Source: an optimization exercise on an open RTL-to-GDS flow (aim: small area). Production flows keep margins and buffers that such runs may drop.
The RTL was checked by simulation tests, not by an equivalence proof against the original design.
The flow treats the clock pin as an ideal source, which a real chip does not have.
Power and IR drop assume default switching activity.

## pi6502_orch
module pi6502_orch (
    input  wire        clk,
    input  wire        rst,           
    output wire        cpu_clk,
    output wire        cpu_rst,       
    input  wire        cpu_rw,        
    input  wire [15:0] cpu_addr,
    input  wire [7:0]  cpu_din,       
    output wire [7:0]  cpu_dout,      
    output wire        cpu_doe,       
    output wire        mem_en,
    output wire        mem_we,
    output wire [15:0] mem_addr,
    output wire [7:0]  mem_wdata,
    input  wire [7:0]  mem_rdata,
    output wire        key_poll,
    input  wire        key_valid,
    input  wire [7:0]  key_code,
    output wire        con_valid,
    output wire [1:0]  con_kind,      
    output wire [6:0]  con_char,
    output wire        rej_valid,
    output wire [15:0] rej_addr,
    output wire [7:0]  rej_data
);
export LEC_CHECK = 0
export CAP_MARGIN = 20
export CORE_MARGIN = 2
export CORE_UTILIZATION = 25
export SLEW_MARGIN = 20
create_clock -name core_clock -period 5.0 [get_ports {clk}]
standard.sh (not shown) runs the stock make flow with config.mk's settings and CLKGATE_MAP_FILE= SYNTH_SCRIPT=/design/flow/synth_recipe.tcl, a recipe that flattens the netlist after the stock synthesis.
==> flow/flow/run.sh <==
#!/bin/bash
# Standard synthesis, its gates re-mapped for area (flip-flops untouched), then
# the standard layout with the smallest buffer cell on the ports and a small
# clock tree. Each tool writes its full output to a log of its own here.
set -euo pipefail
export BUFFER_PORTS_ARGS="-buffer_cell sky130_fd_sc_hd__buf_1"
export SKIP_REPAIR_TIE_FANOUT=1
export CTS_ARGS="-sink_clustering_enable -repair_clock_nets -buf_list sky130_fd_sc_hd__clkbuf_2 -root_buf sky130_fd_sc_hd__clkbuf_2 -sink_clustering_size 30 -sink_clustering_max_diameter 200 -dont_use_dummy_load"
R=orfs/results/${FLOW_PLATFORM}/pi6502_orch/base
bash standard.sh synth > standard_synth.log 2>&1
cp $R/1_2_yosys.v standard_1_2_yosys.v
REOPT_IN=standard_1_2_yosys.v REOPT_OUT=reopt_1_2_yosys.v yosys -c flow/reopt.tcl > reopt_yosys.log 2>&1
cp reopt_1_2_yosys.v $R/1_2_yosys.v
bash standard.sh > standard_flow.log 2>&1
Other scripts of this flow, unchanged in this note and not shown: flow/flow/abc_area.script, flow/flow/dont_use.txt, flow/flow/reopt.tcl
The first run completed without violations.
Change:
--- a/flow/flow/run.sh
+++ b/flow/flow/run.sh
@@ -3,2 +3,2 @@
-# the standard layout with the smallest buffer cell on the ports and a small
-# clock tree. Each tool writes its full output to a log of its own here.
+# the standard layout with the smallest buffer cell on the ports and a clock
+# tree of one buffer. Each tool writes its full output to a log of its own here.
@@ -8 +8,3 @@
-export CTS_ARGS="-sink_clustering_enable -repair_clock_nets -buf_list sky130_fd_sc_hd__clkbuf_2 -root_buf sky130_fd_sc_hd__clkbuf_2 -sink_clustering_size 30 -sink_clustering_max_diameter 200 -dont_use_dummy_load"
+export CLKROOT_CELL=sky130_fd_sc_hd__clkbuf_8
+export PRE_CTS_TCL="$PWD/flow/clkroot.tcl"
+export CTS_ARGS="-clk_nets clk -repair_clock_nets -dont_use_dummy_load"
==> flow/flow/clkroot.tcl (new file) <==
# The clock tree: one clock buffer between the clock port and every register's
# clock pin, placed at the registers' centre (detailed placement legalizes it).
set block [ord::get_db_block]
set master [[ord::get_db] findMaster $::env(CLKROOT_CELL)]
set clknet [$block findNet clk]
set newnet [odb::dbNet_create $block clknet_root]
set inst [odb::dbInst_create $block $master clkbuf_root]
set xs 0
set ys 0
set n 0
foreach it [$clknet getITerms] {
  set bb [[$it getInst] getBBox]
  incr xs [expr {([$bb xMin] + [$bb xMax]) / 2}]
  incr ys [expr {([$bb yMin] + [$bb yMax]) / 2}]
  incr n
  $it disconnect
  $it connect $newnet
}
[$inst findITerm A] connect $clknet
[$inst findITerm X] connect $newnet
$newnet setSigType CLOCK
$inst setLocation [expr {$xs / $n}] [expr {$ys / $n}]
$inst setPlacementStatus PLACED
puts "clkroot: $n clock pins moved behind [$master getName]"
The changed run finished clean; synthesized area is unchanged; first-iteration DRC count drops by 1.5%; clock skew drops by 14 ps; sequential power barely changes; total power drops by 1.9%; hold slack got worse by 3.0 ps; global-route usage drops by 0.58 points; core utilization hardly moves; setup slack improved by 130 ps.

==> what the ideal ports hide <==
The flow's constraints put no driver on any port. The routed layouts listed below were extracted and timed again, unchanged, in two steps.
Step 1: set_driving_cell puts a clkbuf_16 on clk and a buf_2 on each other input, an assumption about the parent block.
Step 2, shift: input delay + t, output delay - t, t = (earliest + latest rising clock arrival at the registers) / 2. This alone moves slack from input paths to output paths.
Slacks: ideal / step 1 / step 2; pairs: ideal / step 1.
| run | t (ns) | setup WS [ns] | hold slack, ns |
|---|---|---|---|
| the first run | 0.290 | 1.430 / 1.409 / 1.600 | 0.510 / 0.510 / 0.510 |
| the second run | 0.166 | 1.559 / 1.536 / 1.610 | 0.507 / 0.507 / 0.507 |
After both steps every run listed still meets setup and hold.
